Context: an optimization exercise on an open-source flow, tuned for small area. The choices shown serve that exercise and are no tape-out recipe.
Where RTL was checked, it was by simulation tests only, not by an equivalence proof against the original.
Power and IR drop assume default switching activity.

Setup of willow:
## pm2_cpu
module pm2_cpu (
    input  wire        clk,
    input  wire        rst,           
    output reg         mem_req,
    output reg         mem_we,
    output reg         mem_word,
    output reg  [31:0] mem_addr,
    output reg  [31:0] mem_wdata,
    input  wire [31:0] mem_rdata,
    input  wire        mem_ready,
    output wire        halted
);
clock: 12.0 ns
lec_check: 0
cap_margin: 20
core_margin: 2
core_utilization: 55
slew_margin: 20
standard.sh (not shown) runs the stock make flow with config.mk's settings and CLKGATE_MAP_FILE= SYNTH_SCRIPT=/design/flow/synth_recipe.tcl, a recipe that flattens the netlist after the stock synthesis.
==> flow/flow/run.sh <==
#!/bin/bash
set -e
export BUFFER_PORTS_ARGS="-buffer_cell sky130_fd_sc_hd__buf_1"
export CTS_ARGS="-sink_clustering_enable -repair_clock_nets -dont_use_dummy_load -buf_list sky130_fd_sc_hd__clkbuf_8 -sink_clustering_size 16 -sink_clustering_max_diameter 50"
bash standard.sh > standard.log 2>&1
Changes in tundra relative to willow:
diff --git a/flow/design.v b/flow/design.v
--- a/flow/design.v
+++ b/flow/design.v
@@ -76,23 +76,33 @@
     genvar r;
     generate
         for (r = 0; r < 16; r = r + 1) begin : g_rf
             wire we = clr | (wr_en & (rd == r));
             always @(posedge clk)
                 rf[r*32 +: 32] <= {we ? wdig : rf[r*32 +: 4], rf[r*32+4 +: 28]};
         end
     endgenerate
     wire        mulop = ~o[0];
     wire [32:0] ma = {H, Q[31] & ~mulop};
     wire [32:0] mb = mulop ? {1'b0, T & {32{Q[31]}}} : {~hs, T ^ {32{~hs}}};
-    wire [32:0] ms = ma + mb + {32'd0, ~mulop & ~hs};
+    wire [32:0] ms;
+    wire [20:0] mcy;
+    assign mcy[0] = ~mulop & ~hs;
+    genvar i;
+    generate
+        for (i = 0; i < 20; i = i + 1) begin : g_madd
+            assign ms[i]    = ma[i] ^ mb[i] ^ mcy[i];
+            assign mcy[i+1] = (ma[i] & mb[i]) | (mcy[i] & (ma[i] ^ mb[i]));
+        end
+    endgenerate
+    assign ms[32:20] = ma[32:20] + mb[32:20] + {12'd0, mcy[20]};
     wire [7:0] op = mem_rdata[31:24];
     wire [7:0] b1 = mem_rdata[23:16];
     wire [7:0] b2 = mem_rdata[15:8];
     wire [7:0] b3 = mem_rdata[7:0];
     wire h1 = |b1[7:4];
     wire h2 = |b2[7:4];
     wire h3 = |b3[7:4];
     wire f_rrr  = (op[7:3] == 5'b01011) & (op[2:0] != 3'd7);
     wire f_rr   = (op == 8'h5F) | (op == 8'h60);
     wire f_md   = (op[7:1] == 7'b0101101);
     wire f_6    = (op[7:2] == 6'b100000) | (op == 8'h90);
@@ -123,22 +133,26 @@
             f_k    = 3'd5;
         end
     end
     always @(*) begin
         mem_req   = (state == S_F1) | (state == S_F2) | (state == S_MEM);
         mem_we    = (state == S_MEM) & o[1];
         mem_word  = ~((state == S_MEM) & o[0]);
         mem_addr  = Q;
         mem_wdata = T;
     end
     always @(posedge clk) begin
+        H  <= (state == S_LOAD || state == S_WR) ? {4'd0, H[31:4]} : ms[31:0];
+        hs <= (state == S_MD) & ms[32];
+    end
+    always @(posedge clk) begin
         ph <= ph + 3'd1;
         if (act) begin
             zacc <= znext;
             cy   <= asum[4];
             cip  <= ipsum[4];
         end
         if (rst) begin
             state  <= S_CLR;
             ph     <= 3'd0;
             inpass <= 1'b0;
             zf     <= 1'b0;
@@ -161,39 +175,34 @@
                     Q <= mem_rdata;
                     if (!o7)
                         state <= (!o4 && mem_rdata[31:24] != 8'd0) ? S_HALT : S_JMP;
                     else
                         state <= o4 ? S_WR : S_MEM;
                 end
                 S_MEM: if (xfer) begin
                     Q     <= mem_rdata;
                     state <= o[1] ? S_FIN : S_WR;
                 end
                 S_MD: begin
-                    H  <= ms[31:0];
-                    hs <= ms[32];
                     Q  <= {Q[30:0], ~ms[32]};
                     if (ph7) begin
                         rc <= rc + 2'd1;
                         if (rc == 2'd3)
                             state <= S_WR;
                     end
                 end
                 S_HALT: ;    
                 default: if (act) begin    
                     Q <= {qtop, Q[31:4]};
                     if (state == S_ADR || state == S_LOAD)
                         T <= {d2, T[31:4]};
-                    if (state == S_LOAD || state == S_WR)
-                        H <= {4'd0, H[31:4]};
-                    hs <= 1'b0;
                     rc <= 2'd0;
                     if (ph7) begin
                         case (state)
                             S_ALU:   zf <= znext;
                             S_WR:    if (!o7) zf <= znext;
                             default: ;
                         endcase
                         case (state)
                             S_ADR:   state <= S_F2;
                             S_LOAD:  state <= (o[0] & znext) ? S_FIN : S_MD;
                             default: state <= S_F1;
## What came out
tundra completed end to end with timing, DRC and antenna clean. Compare willow and tundra | number of cells on the critical path higher: tundra. On synthesized-area fraction occupied by xor and xnor cells, the higher figure sits with willow, not tundra. In the reports for willow and tundra, the smaller maximum number of pins on one net before global-route repair belongs to willow. The setup slack reported for tundra is smaller than that of willow by 6210 ps. | area after synthesis | tundra vs willow | better |. Cell count: tundra lower than willow. Met1 global-route usage: lower on tundra. Between tundra and willow, it is tundra whose synthesis-to-finish area growth is higher, by 0.41 points. Relative to willow, final weighted congestion of routability-driven global placement has decreased by about 0.5% in tundra. Register-to-register slack is lower on tundra. Going from willow to tundra, non-clock buffer count grows by 5.3%.

The RTL this note starts from:
==> flow/design.v <==
module pm2_cpu (
    input  wire        clk,
    input  wire        rst,           
    output reg         mem_req,
    output reg         mem_we,
    output reg         mem_word,
    output reg  [31:0] mem_addr,
    output reg  [31:0] mem_wdata,
    input  wire [31:0] mem_rdata,
    input  wire        mem_ready,
    output wire        halted
);
    localparam [3:0] S_CLR  = 4'd0,    
                     S_F1   = 4'd1,    
                     S_F2   = 4'd2,    
                     S_MEM  = 4'd3,    
                     S_MD   = 4'd4,    
                     S_HALT = 4'd5,
                     S_ALU  = 4'd8,    
                     S_ADR  = 4'd9,    
                     S_LOAD = 4'd10,   
                     S_WR   = 4'd11,   
                     S_FIN  = 4'd12,   
                     S_JMP  = 4'd13;   
    reg  [3:0]   state;
    reg  [2:0]   ph;         
    reg  [1:0]   rc;         
    reg          inpass;     
    reg  [31:0]  Q, T, H;
    reg          zf, cy, cip, zacc, hs;
    reg  [2:0]   k;          
    reg          o7, o4;
    reg  [3:0]   o;
    reg  [3:0]   rd, p1, p2;
    reg  [511:0] rf;
    reg  [31:0]  ipr;
    assign halted = (state == S_HALT);
    wire ph0   = (ph == 3'd0);
    wire ph7   = (ph == 3'd7);
    wire pass  = state[3];
    wire act   = pass & (inpass | ph0);
    wire fin   = act & ph7;
    wire xfer  = mem_req & mem_ready;
    wire clr   = (state == S_CLR);
    wire [3:0] d1 = rf[{p1, 5'd0} +: 4];
    wire [3:0] d2 = rf[{p2, 5'd0} +: 4];
    wire       sub  = o[0] & ~o[2];
    wire       cin  = ph0 ? sub : cy;
    wire [4:0] asum = {1'b0, d1} + {1'b0, d2 ^ {4{sub}}} + {4'd0, cin};
    reg  [3:0] alu_r;
    always @(*) begin
        case ({o[3], o[2:0]})
            4'hC:    alu_r = d1 & d2;
            4'hD:    alu_r = d1 | d2;
            4'hE:    alu_r = d1 ^ d2;
            4'hF:    alu_r = ~d1;
            4'h0:    alu_r = d1 ^ d2;           
            default: alu_r = asum[3:0];         
        endcase
    end
    wire [3:0] ipsrc = (state == S_JMP) ? Q[3:0] : ipr[3:0];
    wire [2:0] kk    = (state == S_ADR) ? {o7, ~o7} : k;
    wire [4:0] ipsum = {1'b0, ipsrc} + {2'b0, ph0 ? kk : {2'b0, cip}};
    wire [3:0] ipnew = ipsum[3:0];
    wire       ip_we = (act & (state != S_ADR) & (state != S_LOAD)) | clr;
    wire [3:0] qtop  = (state == S_LOAD) ? d1 : ipnew;
    always @(posedge clk)
        ipr <= {ip_we ? (ipnew & {4{~clr}}) : ipr[3:0], ipr[31:4]};
    wire       ldb_hi = o7 & ~o4 & o[0] & (ph[2] | ph[1]);
    wire [3:0] wsrc   = (~o7 & ~o[0]) ? H[3:0] : Q[3:0];    
    wire [3:0] wq     = wsrc & {4{~ldb_hi}};
    wire       wr_en  = act & (((state == S_ALU) & o[3]) | (state == S_WR));
    wire [3:0] wdig   = clr ? 4'd0 : (state == S_ALU) ? alu_r : wq;
    wire [3:0] zdig   = (state == S_ALU) ? alu_r : (state == S_LOAD) ? d2 : wq;
    wire       znext  = (ph0 | zacc) & (zdig == 4'd0);
    genvar r;
    generate
        for (r = 0; r < 16; r = r + 1) begin : g_rf
            wire we = clr | (wr_en & (rd == r));
            always @(posedge clk)
                rf[r*32 +: 32] <= {we ? wdig : rf[r*32 +: 4], rf[r*32+4 +: 28]};
        end
    endgenerate
    wire        mulop = ~o[0];
    wire [32:0] ma = {H, Q[31] & ~mulop};
    wire [32:0] mb = mulop ? {1'b0, T & {32{Q[31]}}} : {~hs, T ^ {32{~hs}}};
    wire [32:0] ms;
    wire [22:0] mcy;
    assign mcy[0] = ~mulop & ~hs;
    genvar i;
    generate
        for (i = 0; i < 22; i = i + 1) begin : g_madd
            assign ms[i]    = ma[i] ^ mb[i] ^ mcy[i];
            assign mcy[i+1] = (ma[i] & mb[i]) | (mcy[i] & (ma[i] ^ mb[i]));
        end
    endgenerate
    wire [11:0] hc0, hc1;
    wire [10:0] hs0, hs1;
    assign hc0[0] = 1'b0;
    assign hc1[0] = 1'b1;
    generate
        for (i = 0; i < 11; i = i + 1) begin : g_msel
            assign hs0[i]   = ma[22+i] ^ mb[22+i] ^ hc0[i];
            assign hc0[i+1] = (ma[22+i] & mb[22+i]) | (hc0[i] & (ma[22+i] ^ mb[22+i]));
            assign hs1[i]   = ma[22+i] ^ mb[22+i] ^ hc1[i];
            assign hc1[i+1] = (ma[22+i] & mb[22+i]) | (hc1[i] & (ma[22+i] ^ mb[22+i]));
        end
    endgenerate
    assign ms[32:22] = mcy[22] ? hs1 : hs0;
    wire [7:0] op = mem_rdata[31:24];
    wire [7:0] b1 = mem_rdata[23:16];
    wire [7:0] b2 = mem_rdata[15:8];
    wire [7:0] b3 = mem_rdata[7:0];
    wire h1 = |b1[7:4];
    wire h2 = |b2[7:4];
    wire h3 = |b3[7:4];
    wire f_rrr  = (op[7:3] == 5'b01011) & (op[2:0] != 3'd7);
    wire f_rr   = (op == 8'h5F) | (op == 8'h60);
    wire f_md   = (op[7:1] == 7'b0101101);
    wire f_6    = (op[7:2] == 6'b100000) | (op == 8'h90);
    wire f_jmp  = (op == 8'h08);
    wire f_br   = (op[7:1] == 7'b0001000);
    wire f_take = op[0] ^ zf;
    wire f_halt = (op == 8'hFF);
    reg  [2:0] f_k;
    reg  [3:0] f_next;
    always @(*) begin
        f_k    = 3'd1;
        f_next = S_FIN;
        if (f_halt) begin
            f_next = S_HALT;
        end else if (f_6) begin
            f_k    = 3'd6;
            f_next = h1 ? S_FIN : S_ADR;
        end else if (f_rrr) begin
            f_k    = 3'd4;
            f_next = (h1 | h2 | h3) ? S_FIN : f_md ? S_LOAD : S_ALU;
        end else if (f_rr) begin
            f_k    = 3'd3;
            f_next = (h1 | h2) ? S_FIN : S_ALU;
        end else if (f_jmp | (f_br & f_take)) begin
            f_k    = 3'd0;
            f_next = S_ADR;
        end else if (f_br) begin
            f_k    = 3'd5;
        end
    end
    always @(*) begin
        mem_req   = (state == S_F1) | (state == S_F2) | (state == S_MEM);
        mem_we    = (state == S_MEM) & o[1];
        mem_word  = ~((state == S_MEM) & o[0]);
        mem_addr  = Q;
        mem_wdata = T;
    end
    always @(posedge clk) begin
        ph <= ph + 3'd1;
        if (act) begin
            zacc <= znext;
            cy   <= asum[4];
            cip  <= ipsum[4];
        end
        if (rst) begin
            state  <= S_CLR;
            ph     <= 3'd0;
            inpass <= 1'b0;
            zf     <= 1'b0;
            k      <= 3'd0;
        end else begin
            inpass <= act & ~ph7;
            case (state)
                S_CLR: if (ph7) state <= S_FIN;
                S_F1: if (xfer) begin
                    o7 <= op[7];
                    o4 <= op[4];
                    o  <= op[3:0];
                    rd <= b1[3:0];
                    p1 <= op[3] ? b2[3:0] : b1[3:0];
                    p2 <= op[7] ? b1[3:0] : op[3] ? b3[3:0] : b2[3:0];
                    k  <= f_k;
                    state <= f_next;
                end
                S_F2: if (xfer) begin
                    Q <= mem_rdata;
                    if (!o7)
                        state <= (!o4 && mem_rdata[31:24] != 8'd0) ? S_HALT : S_JMP;
                    else
                        state <= o4 ? S_WR : S_MEM;
                end
                S_MEM: if (xfer) begin
                    Q     <= mem_rdata;
                    state <= o[1] ? S_FIN : S_WR;
                end
                S_MD: begin
                    H  <= ms[31:0];
                    hs <= ms[32];
                    Q  <= {Q[30:0], ~ms[32]};
                    if (ph7) begin
                        rc <= rc + 2'd1;
                        if (rc == 2'd3)
                            state <= S_WR;
                    end
                end
                S_HALT: ;    
                default: if (act) begin    
                    Q <= {qtop, Q[31:4]};
                    if (state == S_ADR || state == S_LOAD)
                        T <= {d2, T[31:4]};
                    if (state == S_LOAD || state == S_WR)
                        H <= {4'd0, H[31:4]};
                    hs <= 1'b0;
                    rc <= 2'd0;
                    if (ph7) begin
                        case (state)
                            S_ALU:   zf <= znext;
                            S_WR:    if (!o7) zf <= znext;
                            default: ;
                        endcase
                        case (state)
                            S_ADR:   state <= S_F2;
                            S_LOAD:  state <= (o[0] & znext) ? S_FIN : S_MD;
                            default: state <= S_F1;
                        endcase
                    end
                end
            endcase
        end
    end
endmodule
Settings: LEC_CHECK=0, CAP_MARGIN=20, CORE_MARGIN=2, CORE_UTILIZATION=55, SLEW_MARGIN=20; clock period 12.0 ns.
Scripts as last shown in full above: flow/flow/run.sh
The baseline finished but failed the layout checks on negative setup slack.
==> next run, changes <==
--- a/flow/design.v
+++ b/flow/design.v
@@ -83,32 +83,19 @@
     endgenerate
     wire        mulop = ~o[0];
     wire [32:0] ma = {H, Q[31] & ~mulop};
     wire [32:0] mb = mulop ? {1'b0, T & {32{Q[31]}}} : {~hs, T ^ {32{~hs}}};
     wire [32:0] ms;
-    wire [22:0] mcy;
+    wire [33:0] mcy;
     assign mcy[0] = ~mulop & ~hs;
     genvar i;
     generate
-        for (i = 0; i < 22; i = i + 1) begin : g_madd
+        for (i = 0; i < 33; i = i + 1) begin : g_madd
             assign ms[i]    = ma[i] ^ mb[i] ^ mcy[i];
             assign mcy[i+1] = (ma[i] & mb[i]) | (mcy[i] & (ma[i] ^ mb[i]));
         end
     endgenerate
-    wire [11:0] hc0, hc1;
-    wire [10:0] hs0, hs1;
-    assign hc0[0] = 1'b0;
-    assign hc1[0] = 1'b1;
-    generate
-        for (i = 0; i < 11; i = i + 1) begin : g_msel
-            assign hs0[i]   = ma[22+i] ^ mb[22+i] ^ hc0[i];
-            assign hc0[i+1] = (ma[22+i] & mb[22+i]) | (hc0[i] & (ma[22+i] ^ mb[22+i]));
-            assign hs1[i]   = ma[22+i] ^ mb[22+i] ^ hc1[i];
-            assign hc1[i+1] = (ma[22+i] & mb[22+i]) | (hc1[i] & (ma[22+i] ^ mb[22+i]));
-        end
-    endgenerate
-    assign ms[32:22] = mcy[22] ? hs1 : hs0;
     wire [7:0] op = mem_rdata[31:24];
     wire [7:0] b1 = mem_rdata[23:16];
     wire [7:0] b2 = mem_rdata[15:8];
     wire [7:0] b3 = mem_rdata[7:0];
     wire h1 = |b1[7:4];
What happened: The changed run completed, yet does not pass: negative setup slack. Fmax decreases by 5.5%. Hold slack improves by 0.0077 ns. Clock skew goes down by 0.020 ns. Clock-buffer cell count went down by 1. Synthesized cell count falls by 0.64%. Total power stays flat. Via count falls by 1.0%.
No run of this note included a check of the RTL's function; only the layout flow was run.

## static timing again, ports no longer ideal
Ports are ideal in the flow. The routed layouts listed here were re-timed in OpenROAD.
Step 1: set_driving_cell puts a clkbuf_16 on clk and a buf_2 on each other input, an assumption about the parent block.
Step 2 times the ports against the registers' clock, not the clock port: input delays grow and output delays shrink by t, the midpoint of the rising clock arrivals with the driver on.
Slacks: ideal / step 1 / step 2; pairs: ideal / step 1.
run | t (ns) | setup slack, ns | worst setup path after step 2 | worst slew at a driven data input, ns
willow | 0.675 | 7.223 / 7.223 / 7.223 | register to register | 0.05
tundra | 0.671 | 1.015 / 1.015 / 1.015 | register to register | 0.04
the first run of note 2 | 0.666 | -0.631 / -0.631 / -0.631 | register to register | 0.05
the second run of note 2 | 0.674 | -1.370 / -1.370 / -1.370 | register to register | 0.06
